Background: an optimization exercise with open tools, aiming at small area, a short achievable clock period and few clock cycles per item. Do not read the settings as production practice. In this exercise RTL edits were held to simulation tests only and were not proved equivalent to the original. Power and IR drop assume default switching activity.

==> flow/design.v (excerpt) <==
module comlynx_arbiter (
    input  wire        clk,
    input  wire        rst,         
    input  wire        cmd_valid,
    output reg         cmd_ready,
    input  wire [31:0] cmd_data,
    input  wire        cmd_last,
    output reg         rsp_valid,
    input  wire        rsp_ready,
    output wire [15:0] rsp_data
);
For scale: ~3,700 cells after synthesis, ~860 flip-flops.
clock: 10.0 ns
lec_check: 0
cap_margin: 20
core_margin: 2
core_utilization: 40
cts_buf_list: sky130_fd_sc_hd__clkbuf_8
slew_margin: 20
standard.sh (not shown) runs the stock make flow with config.mk's settings and CLKGATE_MAP_FILE= SYNTH_SCRIPT=/design/flow/synth_recipe.tcl, a recipe that flattens the netlist after the stock synthesis.
==> flow/flow/run.sh <==
#!/bin/bash
set -euo pipefail
bash standard.sh SETUP_SLACK_MARGIN=6.25 finish > flow_make.log 2>&1
The baseline finished clean.
Testbench counts at the start, summed over its fixed seeds: cycles 12,829, cmds 12,000.
Edit:
==> flow/flow/run.sh (replaced) <==
#!/bin/bash
set -euo pipefail
bash standard.sh SETUP_SLACK_MARGIN=6.75 finish > flow_make.log 2>&1
Settings changed: CTS_CLUSTER_DIAMETER from default to 45, CTS_CLUSTER_SIZE from default to 20.
The changed run passed the timing, DRC and antenna checks.
Die area stays the same.
Synthesized cell count is unchanged.
Worst setup slack gains 350 ps.
Hold slack hardly moves.
Final area came out higher by a few percent.
Combinational power rises by a quarter to a third.
Non-clock buffer count came out higher by 132.
Edit:
Settings changed: CTS_CLUSTER_DIAMETER 45 to default, CTS_CLUSTER_SIZE 20 to default, PLACE_DENSITY from default to 0.7.
Result:
- design area increases by 1.6%
- power rose by 0.62%
- via count went up by 4.4%
- core utilization is higher by 0.78 points
- area after synthesis does not change
- first-iteration DRC count is higher by 13%
- routed wire length grows by 3.4%
- clock-buffer cell count grows by 36
- clock power is about the same
- global-route usage rises by 1.1 points
Edit:
Settings changed: PLACE_DENSITY 0.7 to default.
Result: The changed run produced a clean layout. Setup slack improved by 30 ps. Power is higher slightly. Core utilization went down by 0.44 points. Non-clock buffer count came out lower by 41. Clock skew hardly moves. Clock power rises by a few percent. Fmax came out higher slightly. First-iteration DRC count shrinks by roughly a tenth.
Edit:
==> flow/flow/run.sh (replaced) <==
#!/bin/bash
set -euo pipefail
bash standard.sh SETUP_SLACK_MARGIN=6.5 finish > flow_make.log 2>&1
Outcome:
- final cell count goes down by 2.1%
- worst setup slack is worse by 170 ps
- clock power barely changes
- routed wire length goes down by 5.0%
- design area goes down by 3.8%
- synthesized cell count stays the same
- first-iteration DRC count goes down by 16%
- count of clock-buffer cells in the layout goes up by 1
- power goes down by 2.0%
- area after synthesis stays the same
- register-to-register slack is worse by 110 ps
Edit:
==> flow/flow/run.sh (replaced) <==
#!/bin/bash
set -euo pipefail
bash standard.sh SETUP_SLACK_MARGIN=7.0 finish > flow_make.log 2>&1
After rerunning: The new run finished with timing, DRC and antenna clean. Synthesized cell count stays the same. Hold slack loses 4.2 ps. Critical path depth rises by 1. Maximum frequency came out higher by 5.7%. Sequential share of layout area drops by 4.0 points. Setup slack improved by 190 ps. Area after synthesis does not change. Count of clock-buffer cells in the layout is lower by 2. Die area does not change. Core utilization rises by 4.4 points. Register-to-register slack is better by 120 ps.

---

Another version of the RTL of comlynx_arbiter (not shown whole).
For scale: ~3500 cells after synthesis, roughly 55 I/O pins, about 0.044 sq mm of cells after synthesis.
Design comlynx_arbiter, start of the top module:
module comlynx_arbiter (
    input  wire        clk,
    input  wire        rst,         
    input  wire        cmd_valid,
    output reg         cmd_ready,
    input  wire [31:0] cmd_data,
    input  wire        cmd_last,
    output reg         rsp_valid,
    input  wire        rsp_ready,
    output wire [15:0] rsp_data
);
export LEC_CHECK = 0
export CAP_MARGIN = 20
export CORE_MARGIN = 2
export CORE_UTILIZATION = 60
export CTS_BUF_LIST = sky130_fd_sc_hd__clkbuf_8
export SLEW_MARGIN = 20
create_clock -name core_clock -period 10.0 [get_ports {clk}]
==> flow/flow/run.sh <==
#!/bin/bash
set -euo pipefail
bash standard.sh SETUP_SLACK_MARGIN=6.5 finish > flow_make.log 2>&1
The starting point went through all stages and came out clean.
Testbench counts at the start, summed over its fixed seeds: cycles 12,829, cmds 12,000.
Rerun with:
Settings changed: CAP_MARGIN 20 to 10, CORE_UTILIZATION 60 to 40, SLEW_MARGIN 20 to 10.
After rerunning: The new run finished with timing, DRC and antenna clean. Combinational power shrinks by about 5%. Via count came out lower by about 4%. Total power came out lower by 1.3%. Fmax grows by 1.7%. Count of clock-buffer cells in the layout came out lower by 2.
Rerun with:
Settings changed: CAP_MARGIN 10 to 20, SLEW_MARGIN 10 to 20.
Core utilization decreases by 0.47 points. Hold slack stays flat. Combinational power barely changes. Power decreases by 0.75%. Worst setup slack loses 40 ps. Clock-buffer cell count increases by 6.
Rerun with:
==> flow/flow/run.sh (replaced) <==
#!/bin/bash
set -euo pipefail
bash standard.sh SETUP_SLACK_MARGIN=6.0 finish > flow_make.log 2>&1
The new run ran to the end with no violations. Wire length goes down by a few percent. Non-clock buffer count drops by 70. Sequential share of layout area rises by 1.4 points. Global-route usage came out lower by 0.90 points. Die area does not change.

separate check: timing with driven ports:
The flow's constraints put no driver on any port. The routed layouts listed below were extracted and timed again, unchanged, in two steps.
Step 1: set_driving_cell puts a clkbuf_16 on clk and a buf_2 on each other input, an assumption about the parent block.
Step 2 moves the port delays by t, midway between the first and last clock arrival at a register: inputs arrive t later, outputs are due t later. That takes back most of the time a late clock gives input paths.
Slacks: ideal / step 1 / step 2; pairs: ideal / step 1.
run	t, ns	setup slack, ns	worst setup path at the end	slew at the worst register clock pin (ns)	worst slew at a driven data input, ns
the first run of note 1	0.907	6.247 / 6.247 / 5.498	input to register	0.08 / 0.08	0.06
the second run of note 1	0.839	6.598 / 6.613 / 5.774	input to register	0.11 / 0.11	0.15
the third run of note 1	0.904	6.577 / 6.577 / 5.674	input to register	0.07 / 0.07	0.17
the fourth run of note 1	0.924	6.607 / 6.606 / 5.773	input to register	0.07 / 0.07	0.16
the fifth run of note 1	0.931	6.433 / 6.464 / 5.533	input to register	0.07 / 0.07	0.14
the sixth run of note 1	0.922	6.624 / 6.617 / 5.773	input to register	0.07 / 0.07	0.15
the first run of note 2	0.873	6.455 / 6.371 / 5.498	input to register	0.07 / 0.07	0.15
the second run of note 2	0.899	6.513 / 6.421 / 5.522	input to register	0.07 / 0.07	0.16
the third run of note 2	0.893	6.473 / 6.406 / 5.597	input to register	0.07 / 0.07	0.14
the fourth run of note 2	0.878	6.075 / 6.075 / 5.259	input to register	0.07 / 0.07	0.06
After both steps setup and hold are still met in every run listed. For the second run of note 2, which loses most, drivers alone change the setup slack by -0.092 ns; drivers and shift together by -0.991 ns.
